From an optimization exercise on the open Yosys and OpenROAD flow, aimed at small area; shortcuts taken in it are not production practice. In this exercise RTL edits were held to simulation tests only and were not proved equivalent to the original. The clock port is modelled as an ideal driver; clocking choices that lean on that would not hold on a real chip.

==> flow/design.v (excerpt) <==
module il_core (
    input  wire        clk,
    input  wire        rst,
    input  wire        start,
    input  wire [15:0] prog_len,
    output wire        busy,
    output wire [15:0] acc,
    output wire [15:0] last_line,
    output wire [4:0]  esp,
    output wire [4:0]  csp,
    output wire        prog_valid,
    output wire [15:0] prog_addr,
    input  wire        prog_ready,
    input  wire [15:0] prog_word,
    input  wire [15:0] prog_opr,
    output wire        mem_valid,
    output wire        mem_we,
    output wire [1:0]  mem_region,
    output wire [4:0]  mem_slot,
    output wire [15:0] mem_wdata,
    input  wire        mem_ready,
    input  wire [15:0] mem_rdata
);
For scale: roughly 0.025 mm² of cells after synthesis.
Settings: LEC_CHECK=0, CAP_MARGIN=20, CORE_MARGIN=2, CORE_UTILIZATION=65, SLEW_MARGIN=20; clock period 8.0 ns.
standard.sh (not shown) runs the stock make flow with config.mk's settings and CLKGATE_MAP_FILE= SYNTH_SCRIPT=/design/flow/synth_recipe.tcl, a recipe that flattens the netlist after the stock synthesis.
==> flow/flow/run.sh <==
#!/bin/bash
# The standard layout (the standard.sh), with two changes: the port
# buffers are sky130_fd_sc_hd__buf_1, and clock tree synthesis gets its own
# clustering arguments and no dummy loads.
set -euo pipefail
bash standard.sh finish "BUFFER_PORTS_ARGS=-buffer_cell sky130_fd_sc_hd__buf_1" \
  "CTS_ARGS=-sink_clustering_enable -repair_clock_nets -sink_clustering_size 32 -sink_clustering_max_diameter 80 -buf_list sky130_fd_sc_hd__clkbuf_16 -dont_use_dummy_load" \
  > standard_flow.log 2>&1
Change:
--- a/flow/design.v
+++ b/flow/design.v
@@ -104,24 +104,24 @@
     wire [4:0] esp_nx = updn5(esp_r, state == S_FETCH);
     wire [4:0] csp_nx = updn5(csp_r, state == S_FETCH);
     wire [4:0] ph_inc = updn5(ph, 1'b0);
     wire       acc_nz = |acc_r;
     wire [7:0] op_raw = prog_word[7:0];
     wire       op_hi  = |op_raw[7:5];
     wire       op_ok  = !op_hi && !(op_raw[4] && (op_raw[3] || (op_raw[2] && op_raw[1])));   
-    wire [4:0] op     = op_ok ? op_raw[4:0] : 5'd0;    
+    wire [7:0] op     = op_ok ? op_raw : 8'd0;
     wire       fi     = prog_word[8];
     wire       fn     = prog_word[9];
     wire       fc     = prog_word[10];
     wire       fg     = prog_word[11];
     wire       cond   = acc_nz ^ fn;
     wire       gate   = !fc || cond;
     wire       is_bin = (!op[4] && (op[3] || (op[2] && (op[1] || op[0])))) ||
                         (op[4] && !op[3] && !op[2] && !op[1]);    
-    wire [3:0] op_code = (op == 5'd1) ? C_LOAD : (op == 5'd21) ? C_CLOSE : op[3:0];
+    wire [3:0] op_code = (op == 8'd1) ? C_LOAD : (op == 8'd21) ? C_CLOSE : op[3:0];
     wire       esp_full = (esp_r == 5'd20);
     wire       ph_e     = (ph == esp_r);
     wire       ph_c     = (ph == csp_r);
     wire [10:0] a_hi = t1[15:5];
     wire [4:0]  a_lo = t1[4:0];
     wire        lo_z     = (a_lo == 5'd0);
     wire        lo_gt26  = (a_lo[4] & a_lo[3] & (a_lo[2] | (a_lo[1] & a_lo[0])));    
@@ -200,17 +200,17 @@
     end
     wire        md_code = (code == C_MUL) || (code == C_DIV);
     wire        w_prep  = (state == S_WPREP);
     wire        w_bit   = w_prep & dec_bit;
     wire        w_inv   = w_prep & neg;
     wire [15:0] wv      = w_bit ? {15'd0, acc_nz ^ w_inv} : (acc_r ^ {16{w_inv}});
     wire        w_ld    = w_prep || ((state == S_ALU1) && !md_code);
-    wire        w_set   = (state == S_FETCH) && (op == 5'd3);
+    wire        w_set   = (state == S_FETCH) && (op == 8'd3);
     wire        t2_en   = (state == S_MD) || w_prep || (state == S_ALU1) ||
-                          ((state == S_FETCH) && prog_ready && line_lt && (op == 5'd3 || op == 5'd4) && cond);
+                          ((state == S_FETCH) && prog_ready && line_lt && (op == 8'd3 || op == 8'd4) && cond);
     always @(posedge clk) begin
         if (t2_en) begin
             if (state == S_MD) begin
                 t2x   <= sum[16:15];
                 t2    <= {sum[14:0], acc_r[15] & !md_mul};
                 dsign <= sum[16] & !md_mul;
             end else begin
@@ -259,44 +259,44 @@
                     state <= S_IDLE;
                 end else if (prog_ready) begin
                     t1   <= prog_opr;
                     code <= op_code;
                     neg  <= fn;
                     line <= line_inc;    
                     case (op)
-                    5'd1: begin    
+                    8'd1: begin    
                         if (fg)      state <= S_OPEN;
                         else if (fi) state <= S_ALU2;
                         else         state <= S_MRD;
                     end
-                    5'd2: begin    
+                    8'd2: begin    
                         state <= fg ? S_OPEN : S_WPREP;
                     end
-                    5'd3, 5'd4: begin    
+                    8'd3, 8'd4: begin    
                         if (cond) begin
                             state <= S_MWR;
                         end
                     end
-                    5'd18: begin   
+                    8'd18: begin   
                         if (gate) begin state <= S_JMP; end
                     end
-                    5'd19: begin   
+                    8'd19: begin   
                         if (gate && csp_r != 5'd20) begin state <= S_CPUSH; end
                     end
-                    5'd20: begin   
+                    8'd20: begin   
                         if (gate) begin
                             if (csp_r != 5'd0) begin
                                 csp_r <= csp_nx;
                                 state <= S_CPOP;
                             end else begin
                                 line <= 16'hFFFF;
                             end
                         end
                     end
-                    5'd21: begin   
+                    8'd21: begin   
                         if (!ed_zero) begin
                             state <= S_EWAIT;
                         end else if (esp_r != 5'd0) begin
                             esp_r <= esp_nx;
                             state <= S_EPOP;
                         end
                     end
@@ -404,10 +404,10 @@
     assign esp        = esp_r;
     assign csp        = csp_r;
     assign prog_valid = (state == S_FETCH) && line_lt;
     assign prog_addr  = line;
     assign mem_valid  = ((state == S_MRD) || (state == S_MRDG) || (state == S_MWR)) && dec_ok;
     assign mem_we     = (state == S_MWR);
     assign mem_region = dec_rg;
-    assign mem_slot   = {dec_sl[4] & dec_ok, dec_sl[3:0]};    
+    assign mem_slot   = dec_sl;
     assign mem_wdata  = t2;
 endmodule
=>
- The changed run produced a clean layout
- sequential cell count stays the same
- global-route usage is about the same
- die area falls slightly
- non-clock buffer count climbs by 1
- cell area goes down slightly
- sequential share of layout area is higher by 0.81 points

[afterwards: timing with drivers on the ports]
The flow's constraints put no driver on any port. The routed layouts listed below were extracted and timed again, unchanged, in two steps. Step 1, drivers: a clkbuf_16 drives clk and a buf_2 each remaining input, both assumed. Step 2 adds t to the input delays and takes it off the output delays; t is the mean of the earliest and latest rising clock arrival at the registers after step 1. Input paths then give back, and output paths get back, about the clock's delay inside the block. Three values: ideal, step 1, step 2; two values: the first two.
| run | t (ns) | slack for setup (ns) | worst hold slack (ns) |
|---|---|---|---|
| the first run | 0.613 | 1.905 / 1.905 / 1.905 | 0.287 / 0.287 / 0.287 |
| the second run | 0.599 | 1.634 / 1.634 / 1.634 | 0.303 / 0.303 / 0.303 |
After both steps every run listed still meets setup and hold.
